From an optimization exercise on the open Yosys and OpenROAD flow, aimed at small area, a short achievable clock period and few clock cycles per item; shortcuts taken in it are not production practice. Where RTL was checked, it was by simulation tests only, not by an equivalence proof against the original. Function not checked in run 1: the RTL went through the layout flow alone. Power and IR drop assume default switching activity.

[flow/design.v]
module chunk_decoder (
    input  wire        clk,
    input  wire        rst,         
    input  wire        in_valid,
    input  wire [7:0]  in_data,
    output wire        in_ready,
    output wire        out_valid,
    input  wire        out_ready,
    output wire        out_hdr,
    output wire [3:0]  out_kind,
    output wire [23:0] out_value,
    output wire [8:0]  out_len,
    output wire [7:0]  out_data,
    output wire        fault,
    output wire [7:0]  fault_tag
);
    localparam integer RING = 248;    
    localparam integer QD   = 6;
    localparam [3:0] K_DATA    = 4'd7;
    localparam [3:0] K_UNKNOWN = 4'd8;
    integer i;
    reg        in_ready_r;
    reg        stop;                  
    reg  [7:0] a_d;
    reg        a_v;
    reg        need_tag;              
    reg        need_len;              
    reg  [7:0] rem_in;                
    reg  [8:0] pend;                  
    reg        complete;              
    reg        pend1;                 
    reg        done_r;                
    reg        fault_r;
    reg  [7:0] fault_tag_r;
    reg        in_e1;                 
    wire       in_fire = in_valid & in_ready_r;
    wire [2:0] a_cls   = a_d[7:5];
    wire       a_bad   = a_d[7] & ~(a_d[6] & a_d[5]);
    reg        p_need_tag, p_need_len, p_done;
    reg  [7:0] p_rem;
    always @(*) begin
        p_need_tag = need_tag;
        p_need_len = need_len;
        p_rem      = rem_in;
        p_done     = 1'b0;
        if (a_v) begin
            if (need_tag) begin
                case (a_cls)
                    3'd0: p_done = 1'b1;
                    3'd1, 3'd2, 3'd3: begin
                        p_need_tag = 1'b0;
                        p_rem      = {6'd0, a_cls[1:0]};
                    end
                    3'd7: begin
                        p_need_tag = 1'b0;
                        p_need_len = 1'b1;
                    end
                    default: p_need_tag = 1'b1;   
                endcase
            end else if (need_len) begin
                p_need_len = 1'b0;
                p_rem      = a_d;
                if (a_d == 8'd0) begin
                    p_done     = 1'b1;
                    p_need_tag = 1'b1;
                end
            end else begin
                p_rem = rem_in - 8'd1;
                if (rem_in == 8'd1) begin
                    p_done     = 1'b1;
                    p_need_tag = 1'b1;
                end
            end
        end
    end
    wire a_tlm = (a_d == 8'h31) | (a_d == 8'h52) | (a_d == 8'h55) | (a_d == 8'h70) |
                 (a_d == 8'h73) | (a_d == 8'h74) | (a_d == 8'h75);
    wire a_unk = (need_tag & ~a_cls[2] & ~a_tlm) |
                 (need_len & (~in_e1 | (a_d == 8'd0)));
    wire a_is_bad = a_v & need_tag & a_bad;
    wire a_push   = a_v & ~a_is_bad;
    wire in_bad   = in_data[7] & ~(in_data[6] & in_data[5]);
    wire stop_nx  = stop | (in_fire & p_need_tag & in_bad);
    reg  [7:0] w0, w1, w2;
    reg        wu0, wu1, wu2;         
    reg  [1:0] wcnt;
    reg        fill;                  
    reg  [RING*8-1:0] ring_d;
    reg  [8:0]        rcnt;           
    reg               rempty;         
    reg               rone;           
    reg               rfull;          
    reg  [7:0]        ph;
    reg               contig;
    reg  [7:0]        hd;
    reg               rd_v;
    wire [7:0] rd_d = ring_d[RING*8-1 -: 8];
    reg  [7:0]    qm [0:QD-1];
    reg  [QD-1:0] qv;
    wire [7:0]    q0 = qm[0];
    wire [7:0]    q1 = qm[1];
    wire          q0v = qv[0];
    wire          q1v = qv[1];
    wire take  = rd_v & ~qv[QD-1];
    wire wr_ok = rempty | (rone & take) | (contig & (~rfull | take));
    wire wr    = ((wcnt != 2'd0) | fill) & wr_ok;    
    wire wpp   = wr & ~fill;                         
    wire newhead = wr & (rempty | (rone & take));    
    wire r_inc   = wr & ~take;
    wire r_dec   = take & ~wr;
    wire r_same  = ~(r_inc | r_dec);
    wire [7:0] st0_d = wr ? w0 : rd_d;
    function [6:0] dec(input [7:0] b);
        reg [3:0] k;
        begin
            case (b)
                8'h31: k = 4'd0;
                8'h52: k = 4'd1;
                8'h55: k = 4'd2;
                8'h70: k = 4'd3;
                8'h73: k = 4'd4;
                8'h74: k = 4'd5;
                8'h75: k = 4'd6;
                default: k = 4'hF;
            endcase
            dec = {~k[3], k[2:0], b == 8'hE1, b != 8'd0, b == 8'd1};
        end
    endfunction
    reg  [6:0] f0;            
    reg        f1nz;          
    wire       f0_tlm = f0[6];
    wire [2:0] f0_tk  = f0[5:3];
    wire       f0_e1  = f0[2];
    wire       f0_nz  = f0[1];
    wire       f0_one = f0[0];
    wire [2:0] q0_cls = q0[7:5];
    reg  s_tag;    
    reg  s_tlm;    
    reg  s_b1;     
    reg  s_b2;     
    reg  s_ut;     
    reg  s_ub1;    
    reg  s_pay;    
    reg  [1:0]  need;         
    reg  [2:0]  tk;           
    wire [23:0] val;          
    reg  [7:0]  t_reg;        
    reg         t_e1;         
    reg  [7:0]  b1_reg;       
    reg         u7;           
    reg  [7:0]  rem;          
    reg         o_valid, o_hdr;
    reg  [3:0]  o_kind;
    reg  [23:0] o_value;      
    reg  [8:0]  o_len;
    wire o_free   = ~o_valid | out_ready;
    function [23:0] tlm_val(input [2:0] k, input [23:0] v);
        if (k == 3'd0)
            tlm_val = {{16{v[7]}}, v[7:0]};
        else if (k == 3'd1 || k == 3'd2)
            tlm_val = {8'h00, v[15:0]};
        else
            tlm_val = v;
    endfunction
    reg  [1:0]  pop;
    reg         beat, beat_hdr;
    reg  [3:0]  b_kind;
    reg  [23:0] b_value;
    reg  [8:0]  b_len;
    reg         n_tag, n_tlm, n_b1, n_b2, n_ut, n_ub1, n_pay;
    reg  [1:0]  need_nx;
    reg  [2:0]  tk_nx;
    reg  [23:0] val_nx;
    reg         vload;
    reg         t_e1_nx;
    reg  [7:0]  t_nx, b1_nx, rem_nx;
    reg         u7_nx;
    reg  [23:0] sh;
    wire [8:0] q0_p2 = {1'b0, q0} + 9'd2;
    wire [8:0] q1_p2 = {1'b0, q1} + 9'd2;
    wire [7:0] q0_m1 = q0 - 8'd1;
    wire [7:0] b1_m1 = b1_reg - 8'd1;
    wire [7:0] rem_m1 = rem - 8'd1;
    always @(*) begin
        pop      = 2'd0;
        beat     = 1'b0;
        beat_hdr = 1'b0;
        b_kind   = K_UNKNOWN;
        b_value  = 24'd0;
        b_len    = 9'd0;
        {n_tag, n_tlm, n_b1, n_b2, n_ut, n_ub1, n_pay} =
            {s_tag, s_tlm, s_b1, s_b2, s_ut, s_ub1, s_pay};
        need_nx  = need;
        tk_nx    = tk;
        val_nx   = val;
        vload    = 1'b0;
        t_e1_nx  = t_e1;
        t_nx     = t_reg;
        b1_nx    = b1_reg;
        rem_nx   = rem;
        u7_nx    = u7;
        sh       = 24'd0;
        if (s_tag && q0v) begin
            t_nx  = q0;
            t_e1_nx = f0_e1;
            tk_nx = f0_tk;
            if (f0_tlm) begin
                if (q1v) begin
                    sh = {val[15:0], q1};
                    if (q0_cls == 3'd1) begin
                        beat = 1'b1; beat_hdr = 1'b1;
                        b_kind  = {1'b0, f0_tk};
                        b_value = tlm_val(f0_tk, sh);
                        pop = 2'd2;
                    end else begin
                        val_nx  = sh;
                        vload   = 1'b1;
                        need_nx = q0_cls[1:0] - 2'd1;
                        pop = 2'd2;
                        n_tag = 1'b0; n_tlm = 1'b1;
                    end
                end else begin
                    need_nx = q0_cls[1:0];
                    pop = 2'd1;
                    n_tag = 1'b0; n_tlm = 1'b1;
                end
            end else if (q0_cls != 3'd7) begin
                rem_nx = {6'd0, q0_cls[1:0]};
                u7_nx  = 1'b0;
                if (complete) begin
                    beat = 1'b1; beat_hdr = 1'b1;
                    b_kind = K_UNKNOWN;
                    b_len  = {7'd0, q0_cls[1:0]} + 9'd1;
                    pop = 2'd1;
                    n_tag = 1'b0; n_ut = 1'b1;
                end
            end else begin
                b1_nx  = q1;
                rem_nx = q1;
                u7_nx  = 1'b1;
                if (q1v && f0_e1 && f1nz) begin
                    pop = 2'd2;
                    n_tag = 1'b0; n_b2 = 1'b1;
                end else if (q1v && complete) begin
                    beat = 1'b1; beat_hdr = 1'b1;
                    b_kind = K_UNKNOWN;
                    b_len  = q1_p2;
                    pop = 2'd2;
                    n_tag = 1'b0; n_ut = 1'b1;
                end else begin
                    pop = 2'd1;
                    n_tag = 1'b0; n_b1 = 1'b1;
                end
            end
        end
        if (s_b1 && q0v) begin
            b1_nx = q0;
            if (t_e1 && f0_nz) begin
                rem_nx = q0_m1;
                if (q1v && complete) begin
                    beat = 1'b1; beat_hdr = 1'b1;
                    b_kind  = K_DATA;
                    b_value = {16'h0000, q1};
                    b_len   = {1'b0, q0_m1};
                    pop = 2'd2;
                    n_b1 = 1'b0;
                    if (f0_one) n_tag = 1'b1; else n_pay = 1'b1;
                end else begin
                    pop = 2'd1;
                    n_b1 = 1'b0; n_b2 = 1'b1;
                end
            end else begin
                rem_nx = q0;
                u7_nx  = 1'b1;
                if (complete) begin
                    beat = 1'b1; beat_hdr = 1'b1;
                    b_kind = K_UNKNOWN;
                    b_len  = q0_p2;
                    pop = 2'd1;
                    n_b1 = 1'b0; n_ut = 1'b1;
                end
            end
        end
        if (s_b2 && q0v) begin
            rem_nx = b1_m1;
            if (complete) begin
                beat = 1'b1; beat_hdr = 1'b1;
                b_kind  = K_DATA;
                b_value = {16'h0000, q0};
                b_len   = {1'b0, b1_m1};
                pop = 2'd1;
                n_b2 = 1'b0;
                if (b1_reg == 8'd1) n_tag = 1'b1; else n_pay = 1'b1;
            end
        end
        if (s_tlm && q0v) begin
            if (q1v && need != 2'd1) begin
                sh = {val[7:0], q0, q1};
                pop = 2'd2;
                need_nx = need - 2'd2;
            end else begin
                sh = {val[15:0], q0};
                pop = 2'd1;
                need_nx = need - 2'd1;
            end
            val_nx = sh;
            vload  = 1'b1;
            if (need_nx == 2'd0) begin
                beat = 1'b1; beat_hdr = 1'b1;
                b_kind  = {1'b0, tk};
                b_value = tlm_val(tk, sh);
                n_tlm = 1'b0; n_tag = 1'b1;
            end
        end
        if (s_ut && q0v) begin
            pop  = 2'd1;
            beat = 1'b1;
            b_value = {16'h0000, t_reg};
            n_ut = 1'b0;
            if (u7) n_ub1 = 1'b1;
            else if (rem == 8'd0) n_tag = 1'b1;
            else n_pay = 1'b1;
        end
        if (s_ub1) begin
            beat = 1'b1;
            b_value = {16'h0000, b1_reg};
            n_ub1 = 1'b0;
            if (rem == 8'd0) n_tag = 1'b1; else n_pay = 1'b1;
        end
        if (s_pay && q0v) begin
            beat = 1'b1;
            b_value = {16'h0000, q0};
            pop = 2'd1;
            rem_nx = rem_m1;
            if (rem == 8'd1) begin n_pay = 1'b0; n_tag = 1'b1; end
        end
    end
    wire [1:0] pop_g = o_free ? pop : 2'd0;
    wire       p_inc = done_r;
    wire       p_dec = o_free & beat_hdr;
    wire       p_1   = o_free & (pop == 2'd1);
    wire       p_2   = o_free & (pop == 2'd2);
    wire       p_0   = ~(p_1 | p_2);
    wire       o_ld  = o_free & beat;
    wire       o_vl  = o_free & vload & ~beat;
    reg [7:0]    qn [0:QD-1];
    reg [QD-1:0] qvn;
    reg [7:0]    c0, c1, c2;
    reg [QD-1:0] v0, v1, v2;
    wire [QD:0]  qvp = {qv, 1'b1};     
    always @(*) begin
        for (i = 0; i < QD; i = i + 1) begin
            c0 = (take && qvp[i] && !qv[i]) ? rd_d : qm[i];
            c1 = (i + 1 < QD) ? ((take && qv[i] && !qvp[i+2]) ? rd_d : qm[(i+1)%QD]) : rd_d;
            c2 = (i + 2 < QD) ? ((take && qvp[i+2] && !qvp[i+3]) ? rd_d : qm[(i+2)%QD]) : rd_d;
            qn[i] = ({8{p_0}} & c0) | ({8{p_1}} & c1) | ({8{p_2}} & c2);
        end
        v0 = qv | (take ? {qv[QD-2:0], 1'b1} : {QD{1'b0}});
        v1 = {1'b0, qv[QD-1:1]} | (take ? qv : {QD{1'b0}});
        v2 = {2'b0, qv[QD-1:2]} | (take ? {1'b0, qv[QD-1:1]} : {QD{1'b0}});
        qvn = ({QD{p_0}} & v0) | ({QD{p_1}} & v1) | ({QD{p_2}} & v2);
    end
    wire [6:0] dec_rd = dec(rd_d);
    wire [6:0] dec_q1 = dec(qm[1]);
    wire [6:0] dec_q2 = dec(qm[2]);
    wire       ins0_0 = take & ~qv[0];
    wire       ins1_0 = take & qv[0] & ~qv[1];
    wire       ins2_0 = take & qv[1] & ~qv[2];
    wire       ins0_1 = take & qv[0] & ~qv[1];
    wire       ins1_1 = take & qv[1] & ~qv[2];
    wire       ins2_1 = take & qv[2] & ~qv[3];
    wire [6:0] f0_c0 = ins0_0 ? dec_rd : f0;
    wire [6:0] f0_c1 = ins1_0 ? dec_rd : dec_q1;
    wire [6:0] f0_c2 = ins2_0 ? dec_rd : dec_q2;
    wire       nz1_c0 = ins0_1 ? dec_rd[1] : f1nz;
    wire       nz1_c1 = ins1_1 ? dec_rd[1] : dec_q2[1];
    wire       nz1_c2 = ins2_1 ? dec_rd[1] : (qm[3] != 8'd0);
    wire [6:0] f0_n   = ({7{p_0}} & f0_c0) | ({7{p_1}} & f0_c1) | ({7{p_2}} & f0_c2);
    wire       f1nz_n = (p_0 & nz1_c0) | (p_1 & nz1_c1) | (p_2 & nz1_c2);
    reg [7:0] wn0, wn1, wn2;
    reg       wun0, wun1, wun2;
    wire [1:0] wpop = {1'b0, wpp};
    always @(*) begin
        if (wpp) begin wn0 = w1; wn1 = w2; wn2 = w2; wun0 = wu1; wun1 = wu2; wun2 = wu2; end
        else     begin wn0 = w0; wn1 = w1; wn2 = w2; wun0 = wu0; wun1 = wu1; wun2 = wu2; end
        if (a_push) begin
            case (wcnt - wpop)
                2'd0: begin wn0 = a_d; wun0 = a_unk; end
                2'd1: begin wn1 = a_d; wun1 = a_unk; end
                default: begin wn2 = a_d; wun2 = a_unk; end
            endcase
        end
    end
    wire [1:0] wcnt_nx = wcnt - wpop + {1'b0, a_push};
    wire       room    = ({1'b0, wcnt - wpop} + {2'b0, a_v} + {2'b0, in_ready_r}) <= 3'd2;
    always @(posedge clk) begin
        ring_d <= {ring_d[(RING-1)*8-1:0], st0_d};
        a_d    <= in_data;
        for (i = 0; i < QD; i = i + 1) qm[i] <= qn[i];
        f0   <= f0_n;
        f1nz <= f1nz_n;
        w0 <= wn0; w1 <= wn1; w2 <= wn2;
        wu0 <= wun0; wu1 <= wun1; wu2 <= wun2;
        if (o_free) begin
            t_e1   <= t_e1_nx;
            t_reg  <= t_nx;
            b1_reg <= b1_nx;
            tk     <= tk_nx;
            need   <= need_nx;
            rem    <= rem_nx;
            u7     <= u7_nx;
        end
        fault_tag_r <= ({8{a_is_bad}} & a_d) | ({8{fault_r}} & fault_tag_r);
        {o_kind, o_len} <= ({13{o_ld}} & {b_kind, b_len}) |
                           ({13{~o_free}} & {o_kind, o_len});
        o_hdr <= ~rst & ((o_ld & beat_hdr) | (~o_free & o_hdr));
        o_value <= ({24{o_ld}} & b_value) | ({24{o_vl}} & val_nx) |
                   ({24{~(o_ld | o_vl)}} & o_value);
        if (rst) begin
            in_ready_r <= 1'b1;
            stop       <= 1'b0;
            a_v        <= 1'b0;
            need_tag   <= 1'b1;
            need_len   <= 1'b0;
            rem_in     <= 8'd0;
            pend       <= 9'd0;
            complete   <= 1'b0;
            pend1      <= 1'b0;
            done_r     <= 1'b0;
            fault_r    <= 1'b0;
            wcnt       <= 2'd0;
            fill       <= 1'b0;
            rcnt       <= 9'd0;
            rempty     <= 1'b1;
            rone       <= 1'b0;
            rfull      <= 1'b0;
            ph         <= 8'd0;
            contig     <= 1'b0;
            hd         <= 8'd0;
            rd_v       <= 1'b0;
            qv         <= {QD{1'b0}};
            {s_tag, s_tlm, s_b1, s_b2, s_ut, s_ub1, s_pay} <= 7'b1000000;
            o_valid    <= 1'b0;
        end else begin
            stop       <= stop_nx;
            in_ready_r <= ~stop_nx & room;
            a_v        <= in_fire;
            need_tag   <= p_need_tag;
            need_len   <= p_need_len;
            rem_in     <= p_rem;
            done_r     <= p_done;
            pend       <= p_dec ? pend + {8'd0, p_inc} - 9'd1 : pend + {8'd0, p_inc};
            complete   <= (complete & ~(pend1 & p_dec & ~p_inc)) | p_inc;
            pend1      <= (~complete & p_inc) | (pend1 & (p_inc ~^ p_dec)) |
                          ((pend == 9'd2) & p_dec & ~p_inc);
            if (a_is_bad) fault_r <= 1'b1;
            wcnt       <= wcnt_nx;
            if (wr) fill <= ~fill & wu0;
            if (a_v & need_tag) in_e1 <= (a_d == 8'hE1);
            rcnt   <= r_inc ? rcnt + 9'd1 : r_dec ? rcnt - 9'd1 : rcnt;
            rempty <= (rempty & r_same) | (rone & r_dec);
            rone   <= (rempty & r_inc) | (rone & r_same) | ((rcnt == 9'd2) & r_dec);
            rfull  <= (rfull & r_same) | ((rcnt == RING - 1) & r_inc);
            ph     <= wr ? 8'd1 : (ph == RING - 1) ? 8'd0 : ph + 8'd1;
            contig <= wr | (ph == 8'd0);
            if (newhead)
                hd <= RING - 1;
            else if (!take)
                hd <= (hd == 8'd0) ? RING - 1 : hd - 8'd1;
            rd_v <= ~newhead & ((take & ~(rone & ~wr)) | (~take & ~rempty & (hd == 8'd1)));
            qv <= qvn;
            if (o_free)
                {s_tag, s_tlm, s_b1, s_b2, s_ut, s_ub1, s_pay} <=
                    {n_tag, n_tlm, n_b1, n_b2, n_ut, n_ub1, n_pay};
            if (o_free) o_valid <= beat;
        end
    end
    assign in_ready  = in_ready_r;
    assign out_valid = o_valid;
    assign out_hdr   = o_hdr;
    assign out_kind  = o_kind;
    assign out_value = o_value;
    assign out_len   = o_len;
    assign out_data  = o_value[7:0];
    assign val       = o_value;
    assign fault     = fault_r;
    assign fault_tag = fault_tag_r;
endmodule
[flow/run.sh]
#!/bin/bash
# synth_recipe.tcl (not shown) runs the flow's synth.tcl, then flattens the netlist and writes it again
# the make line also repeats each setting of config.mk as NAME=value (left out here)
make -C /OpenROAD-flow-scripts/flow DESIGN_CONFIG=/design/flow/config.mk WORK_HOME=/design/flow/orfs CLKGATE_MAP_FILE= SYNTH_SCRIPT=/design/flow/synth_recipe.tcl finish
[flow/config.mk]
export PLATFORM = sky130hd
export DESIGN_NAME = chunk_decoder
export DESIGN_NICKNAME = chunk_decoder
export VERILOG_FILES = /design/flow/design.v
export SDC_FILE = /design/flow/constraint.sdc
export NUM_CORES = 4
export LEC_CHECK = 0
export CAP_MARGIN = 20
export CORE_MARGIN = 2
export CORE_UTILIZATION = 40
export SETUP_SLACK_MARGIN = 4.3
export SLEW_MARGIN = 20
[flow/constraint.sdc]
create_clock -name core_clock -period 7.0 [get_ports {clk}]
set_input_delay 1.4000 -clock core_clock [delete_from_list [all_inputs] [get_ports {clk}]]
set_output_delay 1.4000 -clock core_clock [all_outputs]
set_load 0.01 [all_outputs]
==> results of run 1 <==
[worst min path at each step]
| stage | start | end | slack (ps) | cells after the start |
|---|---|---|---|---|
| floorplan | ring_d[992]$_DFF_P_ | ring_d[1000]$_DFF_P_ | 310 | 0 |
| global placement | ring_d[1198]$_DFF_P_ | ring_d[1206]$_DFF_P_ | 310 | 0 |
| detailed placement | ring_d[1441]$_DFF_P_ | ring_d[1449]$_DFF_P_ | 310 | 0 |
| CTS | ring_d[40]$_DFF_P_ | ring_d[48]$_DFF_P_ | 300 | 0 |
| global route | ring_d[1807]$_DFF_P_ | ring_d[1815]$_DFF_P_ | 300 | 0 |
| finish | ring_d[151]$_DFF_P_ | ring_d[159]$_DFF_P_ | 290 | 0 |
[per-layer routing]
metal	up-vias	GRT usage, %
li1	12810	-
met1	12342	17.59
met2	651	17.07
met3	200	3.511
met4	2	5.645
met5	-	0
[repair_timing]
item / CTS / global route
hold buffers: 0 / 0
pin swaps: 20 / 17
endpoints found under the hold margin: 0 / 0
endpoints found under the setup margin: 192 / 170
resized for setup: 433 / 40
setup buffers: 47 / 10
gates cloned: 0 / 3
[layout make-up]
cell class                      instances  area, um^2  area share [%]
Clock inverter                         76        1028           1.597
Timing Repair Buffer                  145        1443           2.240
Antenna cell                            1       2.502        0.003885
Tap cell                             1768        2212           3.434
Sequential cell                      2226       45120           70.05
Multi-Input combinational cell       1297        8552           13.28
Inverter                               48       210.2          0.3263
Clock buffer                          289        5842           9.069
[through the flow]
| stage | setup WS, ps | hold slack (ps) |
|---|---|---|
| floorplan | 4129 | 309.6 |
| global placement | 2842 | 310.5 |
| detailed placement | 2820 | 312.1 |
| CTS | 4173 | 296.4 |
| global route | 4120 | 303.0 |
| finish | 4246 | 294.4 |
[cells by family after synthesis]
group           share of synthesized area (%)
simple gates                            4.910
xor+xnor                                1.169
mux                                     1.478
buf+inv                                 1.443
compound gates                          6.643
flops                                   83.40
fa+ha+maj                              0.9560
[power by group through the flow]
stage / Combinational (uW) / Clock (uW) / Sequential [uW]
4_1_cts: 2220 / 11300 / 14500
2_1_floorplan: 1720 / 0 / 14400
6_report: 2320 / 11000 / 14500
3_5_place_dp: 2010 / 0 / 14700
3_3_place_gp: 1980 / 0 / 14700
5_1_grt: 2580 / 11800 / 14600
[cells in the final DEF (no fill, tap or decap), types with 36 or more instances in the layout]
cell,count
sky130_fd_sc_hd__dfxtp_1,2125
sky130_fd_sc_hd__clkbuf_16,205
sky130_fd_sc_hd__nand2_1,188
sky130_fd_sc_hd__nor2_1,164
sky130_fd_sc_hd__o21ai_0,141
sky130_fd_sc_hd__a21oi_1,136
sky130_fd_sc_hd__mux2i_1,77
sky130_fd_sc_hd__buf_4,67
sky130_fd_sc_hd__buf_6,59
sky130_fd_sc_hd__xnor2_1,51
sky130_fd_sc_hd__clkbuf_8,46
sky130_fd_sc_hd__inv_1,43
sky130_fd_sc_hd__edfxtp_1,41
sky130_fd_sc_hd__clkbuf_1,41
sky130_fd_sc_hd__o22a_1,38
sky130_fd_sc_hd__clkinv_2,36
[cell usage after synthesis, types with 24 or more instances]
library cell                  n  area (um^2)
sky130_fd_sc_hd__nand3_1     34        170.2
sky130_fd_sc_hd__o21ai_0    145        725.7
sky130_fd_sc_hd__o22a_1      38        332.8
sky130_fd_sc_hd__a21oi_1    142        710.7
sky130_fd_sc_hd__inv_1       48        180.2
sky130_fd_sc_hd__ha_1        38        475.5
sky130_fd_sc_hd__clkbuf_1    93        349.1
sky130_fd_sc_hd__nand2_1    192        720.7
sky130_fd_sc_hd__a22oi_1     24        180.2
sky130_fd_sc_hd__buf_2       25        125.1
sky130_fd_sc_hd__nor3_1      37        185.2
sky130_fd_sc_hd__nor2_1     168        630.6
sky130_fd_sc_hd__mux2i_1     77        770.7
sky130_fd_sc_hd__dfxtp_1   2185        43740
sky130_fd_sc_hd__xnor2_1     52        455.4
sky130_fd_sc_hd__edfxtp_1    41         1231
==> results list, run 1 <==
- Outcome: complete, no violations
- Startpoint kind of the worst setup timing path: flip-flop
- Proportion of power drawn by the clock network: 39.5%
* Avg WL per Cell: between 10 and 15 um
- In this run, synthesis inferred 41 flip-flops with an integrated enable.
- In this run the horizontal extent of the chip is about 370 um.
- Final Core Density: 48.20%
* Synthesized net count: around 3,800
- Compared with the post-synthesis result, the final layout area differs by 19.45%.
- Entering global routing, the biggest net connects 63 pins.
* Root buf cell: sky130_fd_sc_hd__clkbuf_16
- Clock latency (worst-skew pair): 810 ps
- Clock tree from TritonCTS: yes
- # nets final: between 3,000 and 4,000
- Number of port buffers: 68
- Combinational group share of total power: 8.4%
* Max capacitance violation total: 0
- Max stage delay cell, worst path: sky130_fd_sc_hd__dfxtp_4
- Worst reg-to-reg path cell count: 14
- Critical path depth in cells: 1
- Clock skew on the completed layout was measured at 34.35 ps.
- Data required time of the worst path: 5600 ps
- Distinct cell type count of the synthesized netlist: 84
- The worst setup path is of the flip-flop to output pin kind.
- Total setup violations reported at the end of the flow: 0
- Clk buf depth: 3
- Counting flops and latches in the post-synthesis netlist gives ~2,200.
* Switching power summed over all nets: 6438 uW
* Total DRC errors in the routed layout: 0
- Number of design-rule violations left by the first detailed-router iteration: 1,780
- Layout fillers: between 10,000 and 15,000
- During synthesis, Yosys emitted a total of 3 warnings.
- DP Wirelength: 46.46 mm
- Initial cell density of the core: 40.35%
* Total number of vias: 26,005
* Routability cong.: 0.8709
- Buffers inserted during clock tree synthesis total 198.
* Crit Reg-Reg Endpoint: rcnt[7]$_SDFFE_PP0P_
- Largest register FFs: 1,984
* PD cells: 431.0 mW/mm^2
- Worst slew margin relative to its limit: 32.67%
* Overflow left after global routing: 0
- Number of instances in the synthesized netlist: 3,709
* Crit path launch: o_valid$_SDFFE_PP0N_
- Walking the worst path, the cells encountered are buf_6.
* Power Internal: 21,320 uW
- The tightest min-delay check is of the flip-flop to flip-flop type.
* Die outline height: 371.2 um
- Worst-path fanout max: 2
- First-pass GRT wire length: 136.5 mm
* Sum of buffers and inverters on the critical path: 1
- Summed over all failing endpoints, the final setup total negative slack is 0 ps.
* Syn avg cell area: 14.54 um^2
- Cells after DPL: 5,424
* Clock transition at path regs: 60 ps
* Final hold vios: 0
* Placement Rows: 134
- Global routing usage summed across all routing layers: 12.29%
- Part of the Yosys area used for sequential elements: 83.40%
- In the detailed route, the total length drawn on met2 is 34.18 mm.
- Vias per inst: 4.445
* Synthesized cell area: 0.05392 mm^2
* I/O pin cnt: 69
- End of the critical path: out_valid
- Overall power consumption after layout is estimated at 27,760 uW.
- Switching part of the total: between 20% and 30%
* CORE AREA: 0.1336 mm^2
- The worst register-to-register path begins at wcnt[0]$_SDFF_PP0_.
- Sequential power share: 52.2%
* Non-Filler Instances: 5,850
- Met3 wire length: 5.447 mm
* Maximum clock frequency: ~360 MHz
* Share of synthesized registers carrying an async set or reset: 0%
- The floorplan step defined a die boundary enclosing 0.1378 mm^2.
- Among all flip-flop cells after synthesis, the most frequent one is sky130_fd_sc_hd__dfxtp_1.
- The initial antenna violation count was 2.
- After detailed routing, no signal wire sits above met5.
- Final-report max-slew violation count: 0
* H-tree levels: 4
- ring_d holds more flip-flops than any other register.
* Via count of the first global-routing pass: 25,629
- The clock drives 2,226 sinks.
- Critical path endpoint category: output pin
* Share of final-layout standard cells stronger than drive strength 1: 14.80%
- Register-to-register setup slack: ~4300 ps
* Highest cell delay on the worst timing path: ~430 ps
- Setup repair after global routing missed its margin: yes
* Post-detailed-routing wire length: roughly 85 mm
- In the final routing, the length of wire on met1 measures ~42 mm.
- Maximum resistive drop on vdd: ~0.32 mV
* Final critical-path required period: approximately 2800 ps
- Drt pass-1 iters: 6
* Largest registers: ring_d x1984, qm x48, o_value x24
- Post-route design area: approximately 0.064 mm^2
- Final cycle utilization of the critical path: 39.34%
* Leakage power: 0.02542 uW
- Data arrival time of the critical path: around 1400 ps
- On the critical path the largest part of the delay comes from flip-flops.
* Residual antenna-violating net count after detailed routing: 0
* Instance area after placement: roughly 0.056 mm^2
- For the pin with the worst max-slew slack, the measured transition is 1002 ps.
==> run 2, diff against run 1 <==
--- a/flow/design.v
+++ b/flow/design.v
@@ -31,7 +31,6 @@
     reg        pend1;                 
     reg        done_r;                
     reg        fault_r;
-    reg  [7:0] fault_tag_r;
     reg        in_e1;                 
     wire       in_fire = in_valid & in_ready_r;
     wire [2:0] a_cls   = a_d[7:5];
@@ -395,7 +394,7 @@
     wire       room    = ({1'b0, wcnt - wpop} + {2'b0, a_v} + {2'b0, in_ready_r}) <= 3'd2;
     always @(posedge clk) begin
         ring_d <= {ring_d[(RING-1)*8-1:0], st0_d};
-        a_d    <= in_data;
+        a_d    <= ({8{~stop}} & in_data) | ({8{a_is_bad | fault_r}} & a_d);
         for (i = 0; i < QD; i = i + 1) qm[i] <= qn[i];
         f0   <= f0_n;
         f1nz <= f1nz_n;
@@ -410,7 +409,6 @@
             rem    <= rem_nx;
             u7     <= u7_nx;
         end
-        fault_tag_r <= ({8{a_is_bad}} & a_d) | ({8{fault_r}} & fault_tag_r);
         {o_kind, o_len} <= ({13{o_ld}} & {b_kind, b_len}) |
                            ({13{~o_free}} & {o_kind, o_len});
         o_hdr <= ~rst & ((o_ld & beat_hdr) | (~o_free & o_hdr));
@@ -484,5 +482,5 @@
     assign out_data  = o_value[7:0];
     assign val       = o_value;
     assign fault     = fault_r;
-    assign fault_tag = fault_tag_r;
+    assign fault_tag = a_d;
 endmodule
--- a/flow/config.mk
+++ b/flow/config.mk
@@ -8,5 +8,7 @@
 export CAP_MARGIN = 20
 export CORE_MARGIN = 2
 export CORE_UTILIZATION = 40
-export SETUP_SLACK_MARGIN = 4.3
+export CTS_CLUSTER_DIAMETER = 100
+export CTS_CLUSTER_SIZE = 24
+export SETUP_SLACK_MARGIN = 4.5
 export SLEW_MARGIN = 20
==> results list, run 2 <==
- Outcome: complete, no violations
* Distinct cell type count of the synthesized netlist: between 80 and 90
- YS warnings: 3
- Synthesis produced a netlist with a net count of around 3,800.
- Between clock sinks in the finished design, the worst skew comes to 37.01 ps.
* Share of synthesized cell area in full adder, half adder and majority cells: less than 1%
- # nets final: 3,913
- The number of global-route vias before repair is 24,639.
- The largest total area in the synthesized netlist belongs to sky130_fd_sc_hd__dfxtp_1.
- Measured along the x axis, the die boundary spans 371.1 um.
* Highest cell delay on the worst timing path: around 380 ps
- For this design, the CTS-stage hold fixing added 0 buffers.
* Antenna Diode Count: 0
* Critical path endpoint category: output pin
- Synthesized cell area: 0.05391 mm^2
* Data arrival time of the critical path: around 1300 ps
- Final Core Density: between 40% and 50%
* Top area cells in the synthesized netlist: sky130_fd_sc_hd__dfxtp_1, sky130_fd_sc_hd__edfxtp_1, sky130_fd_sc_hd__nand2_1
- Compound-Gate Fraction of Synth Area: 6.677%
- Die outline height: 371.1 um
* Post-synth EDFFs: 41
- The register with the most flip-flops in the layout has 1,984 of them.
* Total number of vias: 25,863
* Sequential cell area: 0.04497 mm^2
- Setup repair after global routing missed its margin: yes
- Routability cong.: between 0.8 and 0.9
- The clock period could shrink to around 2700 ps.
* Residual antenna-violating net count after detailed routing: 0
- Instance area after placement: 0.05653 mm^2
* Layout fillers: approximately 12,000
* Xor-xnor portion of the synthesized cell area: 1.072%
- Of all nets on the critical path, the largest fanout is 2.
- Traced cell by cell, the critical path runs through buf_8, buf_6.
- Placement Rows: 134
* Worst slew margin relative to its limit: 32.76%
- Entering global routing, the biggest net connects 69 pins.
- Setup violations remaining at the end of the flow were counted as 0.
* Number of design-rule violations left by the first detailed-router iteration: 1,947
* Total DRC errors in the routed layout: 0
- Clk buf depth: 3
- Clock tree synthesis inserted a total of 103 buffers.
* Kind of cell adding the most delay to the critical path: flip-flops
* CORE AREA: between 0.1 and 0.15 mm^2
- Clock latency (worst-skew pair): roughly 720 ps
- By startpoint and endpoint, the worst setup path is classified as flip-flop to output pin.
- Final-report max-slew violation count: 0
- Largest registers: ring_d x1984, qm x48, o_value x24
- Worst Hold Slack: 306.3 ps
- Multiplexer share of the synthesized area: 1.539%
- Global routing finished with a remaining overflow of 0.
* First-pass GRT wire length: 136.7 mm
- 69 I/O pins were placed.
- TritonCTS built the clock tree.
- In the synthesized netlist, the cells that appear most often are sky130_fd_sc_hd__dfxtp_1, sky130_fd_sc_hd__nand2_1, sky130_fd_sc_hd__nor2_1.
- Area of the die: between 0.1 and 0.15 mm^2
* Data required time of the worst path: 5600 ps
* Vias per inst: between 4 and 5
* Share of final-layout standard cells stronger than drive strength 1: 12.20%
* Drt pass-1 iters: 6
* Most frequent standard cell in the layout excluding fill and tap cells: sky130_fd_sc_hd__dfxtp_1
- Number of port buffers: 68
* Startpoint kind of the worst setup timing path: flip-flop
- Leakage power: 0.02351 uW
* Avg WL per Cell: 15.29 um
* Max capacitance violation total: 0
* Syn avg cell area: about 15 um^2
- In this run the biggest area consumer among cell types represents 80.84% of the synthesized area.
- Simple-Gate Fraction of Synth Area: 5.150%
- Area of the multi-input gates: 0.009015 mm^2
- Part of the Yosys area used for sequential elements: 83.12%
- Initial cell density of the core: 40.35%
- Of all flip-flops after synthesis, the portion carrying an async set or reset was 0%.
- sky130_fd_sc_hd__dfxtp_1 is the most common cell in the netlist.
- ring_d holds more flip-flops than any other register.
- For this design, the slowest cell found on the critical path is sky130_fd_sc_hd__dfxtp_4.
* Clock transition at path regs: 110 ps
- DP Wirelength: 48.72 mm
- The number of failing hold endpoints at the final stage came to 0.
- Count of state elements after synthesis: 2,218
- Among all flip-flop cells after synthesis, the most frequent one is sky130_fd_sc_hd__dfxtp_1.
* Maximum clock frequency: 364.8 MHz
- Most used cells in the layout excluding fill and tap cells: sky130_fd_sc_hd__dfxtp_1, sky130_fd_sc_hd__nand2_1, sky130_fd_sc_hd__nor2_1
- Final cycle utilization of the critical path: 39.16%
* Post-route design area: 0.06102 mm^2
- IR analysis of the VDD net gives a maximum drop of 0.3042 mV.
* Main combinational cell family by area after synthesis: compound AO/OA/AOI/OAI gates
- The initial antenna violation count is 0.
- CTS placed an instance of sky130_fd_sc_hd__clkbuf_16 at the clock tree root.
- Setup total negative slack on the finished layout was measured at 0 ps.
- Summed over all layers, the routed wires come to 86.27 mm.
- Type of the tightest min-delay check: flip-flop to flip-flop
* Number of instances in the synthesized netlist: 3,701
- Global routing used between 10% and 20% of the available tracks.
- Pin slew with the least headroom to its limit: 1001 ps
- In this run the power density over the cells is 361.0 mW/mm^2.
* Sum of buffers and inverters on the critical path: 2
- Relative area change from synthesis to final layout: 13.18%
* H-tree levels: 3
- The tree built by TritonCTS fans out to 2,218 sinks.
==> run 2: cell types whose count changed after synthesis, moves of 15 or more <==
cell                       before  now
sky130_fd_sc_hd__o21ai_0      145  125
sky130_fd_sc_hd__a21oi_1      142  108
sky130_fd_sc_hd__nand2_1      192  217
sky130_fd_sc_hd__nor2_1       168  145
sky130_fd_sc_hd__a22oi_1       24    9
sky130_fd_sc_hd__o22a_1        38   15
sky130_fd_sc_hd__o221ai_1      15   48
==> run 2: per-layer routing <==
| metal | vias to the layer above | routed length [um] | track usage, % |
|---|---|---|---|
| met2 | 674 | 34680 | 17.30 |
| met1 | 12319 | 43440 | 18.49 |
| met5 | - | 0 | 0 |
| met4 | 0 | 2835 | 4.508 |
| li1 | 12672 | - | - |
| met3 | 198 | 5316 | 2.794 |
==> run 2: power breakdown <==
part | internal (uW) | leakage (uW) | switching, uW | total [uW]
Sequential | 13500 | 0.0180 | 368 | 13900
Clock | 2770 | 0.00136 | 3570 | 6350
Combinational | 838 | 0.00412 | 924 | 1760
Total | 17200 | 0.0235 | 4860 | 22000
==> run 2: worst paths after layout <==
path	to	slack, ps	start	depth (start not counted)
max reg2reg	rcnt[8]$_SDFFE_PP0P_	4260	qv[5]$_SDFF_PP0_	14
max	out_value[6]	4260	o_value[6]$_DFF_P_	2
min	ring_d[415]$_DFF_P_	310	ring_d[407]$_DFF_P_	0
min reg2reg	ring_d[415]$_DFF_P_	310	ring_d[407]$_DFF_P_	0
==> run 2: through the flow <==
step           power (uW)  instances  setup WS, ps
3_3_place_gp        15580       5424          3097
3_5_place_dp        15600       5424          3039
6_report            22020       5644          4259
5_1_grt             23020       5644          4148
4_1_cts             22170       5616          4181
2_1_floorplan       15160       3701          4221
==> run 2: cell families (layout without fill, tap and decap cells) <==
logic type,after synthesis,count (layout)
buffers and inverters,191,362
adders and majority gates,40,40
DFF,2218,2218
xor gates and xnor gates,66,66
AOI/OAI and AO/OA,519,521
and+or+nand+nor,585,587
muxes,82,82
==> run 2: worst register-to-register path: cells and delay by family, from the launching register on <==
kind | cells | cell delay (ps)
AOI/OAI and AO/OA | 7 | 1110
adders and majority gates | 2 | 520
and+or+nand+nor | 2 | 380
DFF | 1 | 360
buffers and inverters | 3 | 240
==> run 2: layout make-up <==
cell class                 instances  area share [%]
inverter                          56          0.3999
multi-input combinational       1296           14.77
timing repair buffer             185           2.912
clock inverter                     6          0.1763
timing repair inverter             1         0.01025
clock buffer                     114           4.396
sequential                      2218           73.71
tap                             1768           3.625
==> run 2: timing repair <==
item / CTS / global route
resized for setup: 489 / 60
pin swaps: 20 / 27
buffers inserted: 66 / 27
gates cloned: 6 / 0
endpoints found under the hold margin: 0 / 0
endpoints found under the setup margin: 234 / 166
Testbench counts of run 2, summed over its fixed seeds: cycles 26,564, items 1,600.
==> run 3, diff against run 2 <==
--- a/flow/config.mk
+++ b/flow/config.mk
@@ -5,10 +5,11 @@
 export SDC_FILE = /design/flow/constraint.sdc
 export NUM_CORES = 4
 export LEC_CHECK = 0
+export ABC_AREA = 1
 export CAP_MARGIN = 20
 export CORE_MARGIN = 2
 export CORE_UTILIZATION = 40
 export CTS_CLUSTER_DIAMETER = 100
 export CTS_CLUSTER_SIZE = 24
-export SETUP_SLACK_MARGIN = 4.5
+export SETUP_SLACK_MARGIN = 4.3
 export SLEW_MARGIN = 20
==> results list, run 3 <==
- Data arrival time of the critical path: 1360 ps
- In the routed layout, each cell is associated on average with a via count of 4.506.
* Worst slew margin relative to its limit: 37.14%
- In the final layout, the share of cells above drive strength 1 is 8.729%.
- PnR Total Power: 22,290 uW
- Number of instances in the synthesized netlist: 4,317
- After detailed routing, the number of remaining DRC violations is 0.
- Post-detailed-routing wire length: 89.31 mm
- Total number of vias: around 28,000
- Clk buf depth: 3
* Relative area change from synthesis to final layout: 11.34%
- Initial cell density of the core: 40.37%
- Yosys top cell area share: 79.50%
- Based on the critical path, the design can be clocked at up to 361.8 MHz.
- Global routing used 12.59% of the available tracks across all layers.
- I/O pin cnt: just under 70
- On the final layout, the worst clock skew is between 50 and 60 ps.
* Drt pass-1 iters: 5
- Counting instances, the worst hold path has a depth of 0.
- Dominant register cell in the synthesized netlist: sky130_fd_sc_hd__dfxtp_1
- Final-report max-slew violation count: 0
* Setup repair after global routing missed its margin: yes
- YS warnings: 3
- Counting the fill cells in the layout gives between 10,000 and 15,000.
* Area of the die: 0.1400 mm^2
- The critical path in this run is classified as flip-flop to output pin.
- Hold buffer count at cts: 0
- Top register by number of flip-flops: ring_d
- # nets final: about 4,500
- TritonCTS created roughly 100 clock buffers.
- The first routing iteration left 2,085 violations.
* Switching part of the total: 22.56%
- Setup slack on the worst reg-to-reg path comes out at around 4400 ps.
- The floorplan has 135 rows.
- H-tree levels: 3
- The first global-routing pass estimated 144.0 mm of wire.
- Setup total negative slack on the finished layout was measured at 0 ps.
* Worst-path fanout max: 2
- DP Wirelength: 52.16 mm
- Routability cong.: 0.9075
- Clock tree synthesis selected as its root buffer the cell sky130_fd_sc_hd__clkbuf_16.
- sky130_fd_sc_hd__dfxtp_1 takes more of the synthesized area than any other cell.
- Yosys attributes the largest share of cell area to sky130_fd_sc_hd__dfxtp_1, sky130_fd_sc_hd__nand2_1, sky130_fd_sc_hd__edfxtp_1.
- Setup violations remaining at the end of the flow were counted as 0.
- The library cells used most frequently in the layout, excluding fill and tap cells, are sky130_fd_sc_hd__dfxtp_1, sky130_fd_sc_hd__nand2_1, sky130_fd_sc_hd__nand3_1.
- The worst hold path begins at ring_d[1957]$_DFF_P_.
- The run finished with no timing, DRC or antenna violations.
- Combinational logic burns 7.0% of the power.
- Yosys mapped a number of flops with a built-in enable equal to 41.
- Summed over all cells, the static leakage comes to 0.02470 uW.
- Critical path endpoint category: output pin
- Summing all flip-flop and latch instances after layout gives 0.04495 mm^2.
* Reg2Reg Launch Point: qm[0][6]$_DFF_P_
- Clock latency (worst-skew pair): 760 ps
- The die is roughly 370 um wide.
- The worst register-to-register path ends at o_len[2]$_DFF_P_.
- The register with the most flip-flops in the layout has 1,984 of them.
- Of all flip-flops after synthesis, the portion carrying an async set or reset was 0%.
* Final hold vios: 0
- The total area inside the core boundary comes to roughly 0.14 mm^2.
* Data required time of the worst path: 5600 ps
- The analysis attributes to net switching a power of 5029 uW.
- After synthesis, flip-flops and latches occupy around four fifths of the total area.
* Overflow left after global routing: 0
* Largest registers: ring_d x1984, qm x48, o_value x24
* Sequential power share: 64.1%
- TritonCTS built the clock tree.
* Most instantiated cells after synthesis: sky130_fd_sc_hd__dfxtp_1, sky130_fd_sc_hd__nand2_1, sky130_fd_sc_hd__inv_1, sky130_fd_sc_hd__nand3_1, sky130_fd_sc_hd__o21ai_0
* Worst reg-to-reg path cell count: 13
- Power Internal: 17,260 uW
- Clock transition at path regs: 120 ps
- The multi-input combinational cells in the finished layout cover a total of between 0.008 and 0.009 mm^2.
- Distinct cell type count of the synthesized netlist: 51
- Pin slew with the least headroom to its limit: 938.6 ps
* Avg WL per Cell: 14.29 um
- Dividing total power by cell area gives a power density of 365.2 mW/mm^2.
* Count of state elements after synthesis: ~2,200
* Maximum resistive drop on vdd: roughly 0.24 mV
- Synthesis produced a netlist with a net count of 4,369.
- The share of total power dissipated in the clock network is 28.8%.
- Largest net degree at the start of global routing: 61
- Synthesized cell area: 0.05482 mm^2
* Via count of the first global-routing pass: 26,676
* Final cycle utilization of the critical path: 39.48%
- The tightest min-delay check is of the flip-flop to flip-flop type.
* Residual antenna-violating net count after detailed routing: 0
* Number of port buffers: just under 70
* Dominant cell by count in the synthesized netlist: sky130_fd_sc_hd__dfxtp_1
- Num Clock Sinks: 2,218
- Syn avg cell area: 12.70 um^2
- Final critical-path required period: 2764 ps
* Most frequent standard cell in the layout excluding fill and tap cells: sky130_fd_sc_hd__dfxtp_1
- The die is 374.2 um tall.
- Across the run, the number of max-cap violations was 0.
- Startpoint kind of the worst setup timing path: flip-flop
* Number of antenna violations at the first check in global routing: 3
- The worst hold path terminates at ring_d[1965]$_DFF_P_.
==> run 3: cell count changes in the layout (fill, tap and decap cells not counted), moves of 32 or more <==
cell,before,now
sky130_fd_sc_hd__o21ai_0,121,229
sky130_fd_sc_hd__nand3_1,41,235
sky130_fd_sc_hd__xnor2_1,41,6
sky130_fd_sc_hd__nand2_1,210,632
sky130_fd_sc_hd__inv_1,47,231
sky130_fd_sc_hd__buf_4,94,58
sky130_fd_sc_hd__a21oi_1,97,129
sky130_fd_sc_hd__mux2i_1,75,0
sky130_fd_sc_hd__o221ai_1,48,6
sky130_fd_sc_hd__nor2_1,137,171
==> run 3: layout make-up <==
type / instances / share of cell area [%]
diodes: 1 / 0.004100
repair buffers: 129 / 1.820
clock inverters: 10 / 0.3218
well taps: 1781 / 3.651
inverters: 267 / 1.747
multi-input cells: 1732 / 14.42
flip-flops and latches: 2218 / 73.64
repair inverters: 2 / 0.02870
clock buffers: 110 / 4.370
==> run 3: power groups by stage <==
stage / combinational, uW / sequential [uW] / clock, uW
6_report: 1570 / 14300 / 6420
5_1_grt: 1800 / 14400 / 7150
4_1_cts: 1510 / 14300 / 6710
3_5_place_dp: 1380 / 14600 / 0
3_3_place_gp: 1350 / 14600 / 0
2_1_floorplan: 1090 / 14400 / 0
==> run 3: kinds of logic after synthesis <==
| kind of cell | share of synthesized area, % |
|---|---|
| compound gates | 4.861 |
| xor+xnor | 0.4633 |
| fa+ha+maj | 0.9403 |
| buf+inv | 2.807 |
| flops | 81.75 |
| simple gates | 9.182 |
==> run 3: worst max-delay path by stage <==
| stage | start | end | slack [ps] | depth (start not counted) |
|---|---|---|---|---|
| 6_report | o_value[3]$_DFF_P_ | out_data[3] | 4240 | 2 |
| 3_5_place_dp | out_ready | qm[5][3]$_DFF_P_ | 2740 | 9 |
| 2_1_floorplan | qv[5]$_SDFF_PP0_ | rcnt[6]$_SDFFE_PP0P_ | 4330 | 19 |
| 5_1_grt | o_value[3]$_DFF_P_ | out_data[3] | 4170 | 2 |
| 4_1_cts | o_value[3]$_DFF_P_ | out_data[3] | 4160 | 2 |
| 3_3_place_gp | out_ready | f0[6]$_DFF_P_ | 2830 | 9 |
==> run 3: per-stage QoR <==
stage               cells  area [um^2]  utilization, %  setup WS [ps]  hold WS [ps]
floorplan            4317        54830               -           4333         309.6
global placement     6071        57280           42.18           2829         310.3
detailed placement   6071        57280           42.18           2737         312.1
CTS                  6241        60790           44.76           4165         300.6
global route         6249        61030           44.94           4168         309.8
finish               6250        61040           44.94           4236         303.7
==> run 3: critical path: stages (launching register included) <==
cell	delay [ps]
sky130_fd_sc_hd__dfxtp_4	370
sky130_fd_sc_hd__buf_12	120
sky130_fd_sc_hd__buf_6	110
==> run 3: metal layers <==
metal	track usage [%]	share of wire, %	wire [um]
met5	0	0	0
met4	4.276	3.0	2679
met3	2.547	6.2	5520
met2	17.97	40	35650
met1	18.86	51	45460
==> run 3: timing repair <==
item                                   4_1_cts  5_1_grt
setup endpoints to repair                  217      137
cloned                                       5        3
resized for setup                          390       40
endpoints found under the hold margin        0        0
setup buffers                               45        5
pin swaps                                   10        6
==> run 4, diff against run 3 <==
--- a/flow/config.mk
+++ b/flow/config.mk
@@ -5,7 +5,6 @@
 export SDC_FILE = /design/flow/constraint.sdc
 export NUM_CORES = 4
 export LEC_CHECK = 0
-export ABC_AREA = 1
 export CAP_MARGIN = 20
 export CORE_MARGIN = 2
 export CORE_UTILIZATION = 40
==> results list, run 4 <==
- Worst-path fanout max: 2
- Setup repair after global routing could not meet its margin everywhere.
- After global routing the overflow that remains totals 0.
- Total power for the finished layout comes to 21,810 uW.
- Die outline height: about 370 um
- Max stage delay cell, worst path: sky130_fd_sc_hd__dfxtp_4
- The initial antenna violation count came to 0.
- Clock latency (worst-skew pair): 760 ps
- DP Wirelength: 45.60 mm
* Synthesized cell area: 0.05391 mm^2
* Clk buf depth: 3
- The first detailed-routing pass took 6 iterations.
- Number of instances in the synthesized netlist: 3,701
* Met1 track demand over resource: 17.15%
- Critical path endpoint category: output pin
* Top register by number of flip-flops: ring_d
- The final layout contains routed wiring with a total length of 81.70 mm.
- WS Path Type: flip-flop to output pin
- For this run, asynchronously set or reset flops after synthesis account for 0%.
* Sequential power share: ~64%
- In the final layout, the share of cells above drive strength 1 is 10.48%.
* Residual antenna-violating net count after detailed routing: 0
- Switching power summed over all nets: 4812 uW
- The run finished with no timing, DRC or antenna violations.
- Synthesis inferred between 2,000 and 2,500 register bits.
- Root buf cell: sky130_fd_sc_hd__clkbuf_16
* Largest area contributor in the netlist: sky130_fd_sc_hd__dfxtp_1
- Type of the tightest min-delay check: flip-flop to flip-flop
* Clock buffers created by TritonCTS: 103
- Buffers placed on the I/O ports in this run total slightly below 70.
- The internal power of the cells totals 16,990 uW.
- H-tree levels: 3
- CORE AREA: 0.1336 mm^2
* Final cycle utilization of the critical path: 39.64%
- Largest register FFs: 1,984
- Across every metal layer, demand over resource in global routing totals 11.74%.
* Data required time of the worst path: approximately 5600 ps
- GRT met2 Usage: 16.55%
- The library cell used most frequently in the layout, excluding fill and tap cells, is sky130_fd_sc_hd__dfxtp_1.
- Post-synth EDFFs: around 40
* Cells after DPL: 5,426
* Maximum clock frequency: ~360 MHz
- Combinational logic burns 7.2% of the power.
- Critical Path, Cell by Cell: buf_8, buf_6
- Placement Rows: roughly 130
* Dominant register cell in the synthesized netlist: sky130_fd_sc_hd__dfxtp_1
* I/O pin cnt: 69
* Number of design-rule violations left by the first detailed-router iteration: 1,771
- Leakage power: 0.02324 uW
- Startpoint kind of the worst setup timing path: flip-flop
- CTS saw roughly 2,200 sinks.
* # nets final: 3,880
* Area of the die: about 0.14 mm^2
- Antenna Diode Count: 0
* Non-Filler Instances: 5,612
* Initial cell density of the core: 40.35%
- Relative area change from synthesis to final layout: 11.98%
- Maximum resistive drop on vdd: 0.2472 mV
- Max capacitance violation total: 0
- For the pin with the worst max-slew slack, the measured transition is 1124 ps.
- In this run the critical register-to-register path is launched from wcnt[0]$_SDFF_PP0_.
* Via count of the first global-routing pass: 24,322
- Clock tree from TritonCTS: yes
- End of the critical path: out_value[3]
* GRT met3 Usage: 2.765%
- Routability cong.: roughly 0.86
- The commonest cells after synthesis are sky130_fd_sc_hd__dfxtp_1, sky130_fd_sc_hd__nand2_1, sky130_fd_sc_hd__nor2_1.
* Dominant cell by count in the synthesized netlist: sky130_fd_sc_hd__dfxtp_1
- Part of the Yosys area used for sequential elements: 83.12%
- Clock transition at path regs: 110 ps
- YS warnings: 3
- After detailed routing, the number of remaining DRC violations is 0.
* Largest net degree at the start of global routing: between 60 and 70
* Peak-usage layer in the global routing report: met1
- Synthesized net count: approximately 3,800
- Final-report max-slew violation count: 0
* First-pass GRT wire length: approximately 130 mm
- Layout fillers: 11,801
- Setup violations remaining at the end of the flow were counted as 0.
- Syn avg cell area: 14.57 um^2
- Dividing total power by cell area gives a power density of between 300 and 400 mW/mm^2.
- Distinct cell type count of the synthesized netlist: 89
* Top area cells in the synthesized netlist: sky130_fd_sc_hd__dfxtp_1, sky130_fd_sc_hd__edfxtp_1, sky130_fd_sc_hd__nand2_1
- In the final routed layout, each cell accounts on average for 14.56 um.
* Crit Reg-Reg Endpoint: rcnt[8]$_SDFFE_PP0P_
* Vias per inst: between 4 and 5
- Total number of vias: 25,651
- Across the routed clock network, the largest skew measured is between 50 and 60 ps.
- Launch instance of the worst min-delay path: ring_d[1867]$_DFF_P_
- Final critical-path required period: 2775 ps
* Proportion of power drawn by the clock network: a little under 30%
- Crit path launch: o_value[3]$_DFF_P_
- Switching part of the total: 22.07%
- Final hold vios: 0
- Most used cells in the layout excluding fill and tap cells: sky130_fd_sc_hd__dfxtp_1, sky130_fd_sc_hd__nand2_1, sky130_fd_sc_hd__nor2_1
* Data arrival time of the critical path: 1380 ps
* Register-to-register setup slack: 4270 ps
- Die width: 371.1 um
- Counting cells, the worst reg-to-reg path comes to 13.
- Worst slew margin relative to its limit: 24.78%
- On the worst path, the slowest cell contributes a delay of about 380 ps.
* Yosys top cell area share: 80.84%
* Largest registers: ring_d x1984, qm x48, o_value x24
* Sum of negative setup slack: 0 ps
## run 4: critical path, delay by kind of cell (launching register included)
kind / cells / cell delay [ps]
flip-flops: 1 / 380
buffers and inverters: 2 / 230
## run 4: final cells by class
cell class | instances | area [um^2] | area share (%)
Sequential cell | 2218 | 44940 | 74.44
Multi-Input combinational cell | 1296 | 8811 | 14.59
Clock buffer | 112 | 2643 | 4.377
Tap cell | 1768 | 2212 | 3.664
Timing Repair Buffer | 152 | 1366 | 2.263
Inverter | 56 | 256.5 | 0.4248
Clock inverter | 9 | 133.9 | 0.2217
Timing Repair inverter | 1 | 11.26 | 0.01865
## run 4: through the flow
stage / setup WS (ps) / hold slack (ps) / instance area, um^2 / utilization, %
after floorplan: 4221 / 309.6 / 54020 / -
after global placement: 2600 / 310.2 / 56530 / 42.31
after detailed placement: 2564 / 312.1 / 56530 / 42.31
after CTS: 4149 / 304.5 / 60110 / 44.98
after global routing: 4150 / 312.8 / 60370 / 45.18
final: 4225 / 296.8 / 60370 / 45.18
## run 4: power groups by stage
| stage | Clock, uW | Sequential, uW | Combinational (uW) |
|---|---|---|---|
| floorplan | 0 | 14100 | 1100 |
| global placement | 0 | 14200 | 1360 |
| detailed placement | 0 | 14200 | 1380 |
| CTS | 6630 | 13900 | 1570 |
| global route | 7050 | 14000 | 1760 |
| finish | 6340 | 13900 | 1580 |
## run 4: how the worst min path moves through the flow
stage                      endpoint  cells past startpoint  slack [ps]
3_5_place_dp   ring_d[1212]$_DFF_P_                      0         310
3_3_place_gp   ring_d[1165]$_DFF_P_                      0         310
6_report       ring_d[1875]$_DFF_P_                      0         300
4_1_cts         ring_d[223]$_DFF_P_                      0         300
5_1_grt         ring_d[111]$_DFF_P_                      0         310
2_1_floorplan  ring_d[1000]$_DFF_P_                      0         310
## run 4: kinds of logic (layout without fill, tap and decap cells)
| kind of cell | Yosys count | count (layout) | share of synthesized area, % |
|---|---|---|---|
| compound gates | 519 | 521 | 6.677 |
| xor+xnor | 66 | 66 | 1.072 |
| fa+ha+maj | 40 | 40 | 0.9562 |
| buf+inv | 191 | 330 | 1.485 |
| flops | 2218 | 2218 | 83.12 |
| mux | 82 | 82 | 1.539 |
| simple gates | 585 | 587 | 5.150 |
## run 4: repair_timing
action	in CTS	in global routing
gates cloned	5	3
hold buffers	0	0
endpoints found under the setup margin	201	168
pin swaps	15	4
gates resized for setup	419	35
buffers inserted	52	5
## run 4: per-layer routing
layer / vias up / wire (um)
li1: 12612 / -
met3: 211 / 5107
met4: 0 / 3046
met1: 12159 / 40670
met5: - / 0
met2: 669 / 32880
==> run 5, diff against run 4 <==
--- a/flow/config.mk
+++ b/flow/config.mk
@@ -7,7 +7,7 @@
 export LEC_CHECK = 0
 export CAP_MARGIN = 20
 export CORE_MARGIN = 2
-export CORE_UTILIZATION = 40
+export CORE_UTILIZATION = 50
 export CTS_CLUSTER_DIAMETER = 100
 export CTS_CLUSTER_SIZE = 24
 export SETUP_SLACK_MARGIN = 4.3
==> results list, run 5 <==
- After floorplanning, the core was divided into 120 placement rows.
* Dominant register cell in the synthesized netlist: sky130_fd_sc_hd__dfxtp_1
- WS Path Type: flip-flop to flip-flop
- Across every metal layer, demand over resource in global routing totals 14.78%.
- Number of antenna violations at the first check in global routing: 1
* Vias per inst: 4.855
- Largest registers: ring_d x1984, qm x48, o_value x24
- After detailed routing, the average wire length per cell comes to 15.69 um.
- In this run the remaining antenna-violating nets after routing total 0.
* Share of final-layout standard cells stronger than drive strength 1: ~11%
- The worst register-to-register path has a setup slack of about 4300 ps.
- The routed layout has 25,550 vias.
- In the finished design, the share of the clock period the worst path needs comes to 39.11%.
- Leaving out fill and tap cells, the most frequent cell in the layout is sky130_fd_sc_hd__dfxtp_1.
- Among all stages on the critical path, the largest delay is contributed by sky130_fd_sc_hd__nor3_1.
- End of the critical path: done_r$_SDFF_PP0_
- The worst pin sits at a relative slew slack of 23.17%.
* Worst-path fanout max: 7
- For the pin with the worst max-slew slack, the measured transition is 1144 ps.
- In this run the clock root is driven by a sky130_fd_sc_hd__clkbuf_16.
* Post-synth EDFFs: 41
- Initial cell density of the core: 50.36%
* Largest net degree at the start of global routing: 69
- Internal power comes to roughly 17,000 uW.
- Clock latency (worst-skew pair): 710 ps
- After technology mapping, the gate count stands at 3,701.
* Sum of negative setup slack: 0 ps
- Net switching is between 20% and 30% of the power.
- The die covers ~0.11 mm^2.
* Final Core Density: a little under three fifths
- Num Clock Sinks: roughly 2,200
* Crit path launch: a_d[4]$_DFF_P_
- By count the netlist is led by sky130_fd_sc_hd__dfxtp_1, sky130_fd_sc_hd__nand2_1, sky130_fd_sc_hd__nor2_1.
* Yosys top cell area share: 80.84%
* Most used cells in the layout excluding fill and tap cells: sky130_fd_sc_hd__dfxtp_1, sky130_fd_sc_hd__nand2_1, sky130_fd_sc_hd__nor2_1
- CORE AREA: 0.1071 mm^2
- Setup repair after global routing could not meet its margin everywhere.
- For this run, the post-layout net count is 3,897.
- Kind of cell adding the most delay to the critical path: simple AND/OR/NAND/NOR gates
* Maximum clock frequency: 365.3 MHz
- Sequential power share: 63.9%
* Largest area contributor in the netlist: sky130_fd_sc_hd__dfxtp_1
* Count of state elements after synthesis: 2,218
- STA puts the critical path data required time at 7490 ps.
- During I/O placement, the number of pins put on the boundary was 69.
- The flow ran to the end and the layout has no timing, DRC or antenna violations.
- Clock tree from TritonCTS: yes
- The first routing iteration left 1,859 violations.
- For this run, asynchronously set or reset flops after synthesis account for 0%.
- DP Wirelength: 46.18 mm
* Final critical-path required period: 2737 ps
- The number of clock buffers added by TritonCTS is roughly 100.
- Cells after DPL: between 5,000 and 6,000
* Dominant cell by count in the synthesized netlist: sky130_fd_sc_hd__dfxtp_1
- Final hold vios: 0
- Critical path depth in cells: 7
* Distinct cell type count of the synthesized netlist: between 80 and 90
* Top register by number of flip-flops: ring_d
* Relative area change from synthesis to final layout: 11.02%
- Highest cell delay on the worst timing path: 880 ps
- Sequential elements use 83.12% of the synthesized area.
- The worst register-to-register path has a depth of 7.
* Overflow left after global routing: 0
- Data arrives at the worst endpoint at 3220 ps.
* Critical Path, Cell by Cell: buf_4, or4_1, nand4bb_1, o31a_1, nor2_1, a21oi_1, nor3_1
- Total setup violations reported at the end of the flow: 0
- Max capacitance violation total: 0
- The die is between 300 and 400 um wide.
- In this run the power density over the cells is ~360 mW/mm^2.
- The first global-routing pass estimated 133.1 mm of wire.
- Worst-case clock skew: 33.23 ps
* Final-report max-slew violation count: 0
* Top area cells in the synthesized netlist: sky130_fd_sc_hd__dfxtp_1, sky130_fd_sc_hd__edfxtp_1, sky130_fd_sc_hd__nand2_1
- Type of the tightest min-delay check: flip-flop to flip-flop
- Drt pass-1 iters: 5
- Worst Hold Slack: between 300 and 400 ps
- The repair_antennas step left the layout with diodes totalling 0.
- Combinational logic burns 7.3% of the power.
- The worst-case IR drop observed on VDD is 0.3041 mV.
- Die outline height: around 330 um
* Synthesized cell area: 0.05391 mm^2
- The worst setup path is captured at a flip-flop.
- Crit Reg-Reg Endpoint: done_r$_SDFF_PP0_
* H-tree levels: 3
- The count of cells in the finished layout, fillers not included, comes to 5,263.
- Proportion of power drawn by the clock network: 28.9%
* YS warnings: 3
- The routed design has 82.56 mm of wire.
- STA classifies the critical path startpoint as a flip-flop.
- The number of buffers and inverters on the critical path is 1.
- Routability-driven placement finished with a final weighted congestion of 0.8850.
* Syn avg cell area: 14.57 um^2
- Number of port buffers: 68
* Via count of the first global-routing pass: 24,224
- After clock tree synthesis, the clock-pin slew on the worst setup and hold paths is 100 ps.
- The register with the most flip-flops in the layout has 1,984 of them.
- Counting every net in the synthesized netlist gives 3,753.
- In the routed design, unresolved DRC markers number 0.
- Switching power summed over all nets: 4737 uW
* Reg2Reg Launch Point: a_d[4]$_DFF_P_
* Leakage power: 0.02328 uW
- Clk buf depth: 3
## run 5: cell counts after synthesis
No cell type changed its count.
## run 5: what timing repair did
action | CTS | global route
hold buffers | 0 | 0
gates cloned | 6 | 2
gates resized for setup | 374 | 38
pin swaps | 14 | 11
setup endpoints to repair | 217 | 110
setup buffers | 62 | 16
## run 5: worst reg2reg max path, cell delays in order (launching register included)
cell and delay, ps:
sky130_fd_sc_hd__dfxtp_4 350, sky130_fd_sc_hd__buf_4 170, sky130_fd_sc_hd__or4_1 550, sky130_fd_sc_hd__nand4bb_1 260, sky130_fd_sc_hd__o31a_1 170, sky130_fd_sc_hd__nor2_1 90, sky130_fd_sc_hd__a21oi_1 50, sky130_fd_sc_hd__nor3_1 880
## run 5: final cells by class
cell class,instances,area (um^2)
repair buffers,170,1370
inverters,56,239.0
flip-flops and latches,2218,44940
multi-input cells,1296,8776
fillers,8651,47200
well taps,1403,1755
clock inverters,9,150.1
clock buffers,110,2614
repair inverters,1,8.758
## run 5: metal layers
metal  wire length, um  GRT usage [%]  part of all wire (%)
met1             42870          22.91                    52
met2             32150          20.62                    39
met3              4941          2.676                   6.0
met4              2603          5.097                   3.2
met5                 0              0                     0
## run 5: worst min-delay path by stage
stage                              start                   end  slack [ps]  cells past startpoint
floorplan            ring_d[992]$_DFF_P_  ring_d[1000]$_DFF_P_         310                      0
global placement       ring_d[0]$_DFF_P_     ring_d[8]$_DFF_P_         310                      0
detailed placement  ring_d[1412]$_DFF_P_  ring_d[1420]$_DFF_P_         310                      0
CTS                  ring_d[964]$_DFF_P_   ring_d[972]$_DFF_P_         310                      0
global route        ring_d[1974]$_DFF_P_  ring_d[1982]$_DFF_P_         310                      0
finish              ring_d[1920]$_DFF_P_  ring_d[1928]$_DFF_P_         310                      0
## run 5: power groups by stage
stage	sequential (uW)	combinational [uW]	clock [uW]
3_3_place_gp	14200	1340	0
3_5_place_dp	14200	1360	0
6_report	13900	1580	6280
4_1_cts	13900	1520	6560
5_1_grt	14000	1770	6990
2_1_floorplan	14100	1100	0
## run 5: per-stage QoR
step	total power (uW)	cell area [um^2]	setup slack, ps
2_1_floorplan	15160	54020	4221
3_3_place_gp	15560	56060	2546
3_5_place_dp	15580	56060	2540
4_1_cts	21990	59560	4217
5_1_grt	22750	59860	4222
6_report	21760	59860	4263
## run 5: kinds of logic after synthesis
family	Yosys count	share of synthesized area, %
XOR/XNOR	66	1.072
flip-flops	2218	83.12
AO/OA/AOI/OAI	519	6.677
buffers and inverters	191	1.485
adder cells (fa/ha/maj)	40	0.9562
AND/OR/NAND/NOR	585	5.150
multiplexers	82	1.539

==> afterwards: timing with drivers on the ports <==
How much do the figures lean on ideal ports? The routed layouts below were timed once more, with nothing changed but the port constraints. Step 1, drivers: a clkbuf_16 drives clk and a buf_2 each remaining input, both assumed. Step 2 also shifts input and output timing later by t, the mid clock arrival at the registers, as if the neighbouring blocks saw the same clock. Slacks: ideal ports / drivers / drivers and shift; pairs: ideal ports / drivers.
run | t, ns | slack for setup (ns) | worst data-port slew with drivers (ns)
run 1 | 0.855 | 4.246 / 4.176 / 3.458 | 0.14
run 2 | 0.768 | 4.259 / 4.193 / 3.557 | 0.04
run 3 | 0.795 | 4.236 / 4.167 / 3.542 | 0.04
run 4 | 0.800 | 4.225 / 4.155 / 3.824 | 0.03
run 5 | 0.764 | 4.263 / 4.205 / 3.849 | 0.04
After both steps setup and hold are still met in every run listed. For run 1, which loses most, drivers alone change the setup slack by -0.070 ns; drivers and shift together by -0.788 ns.
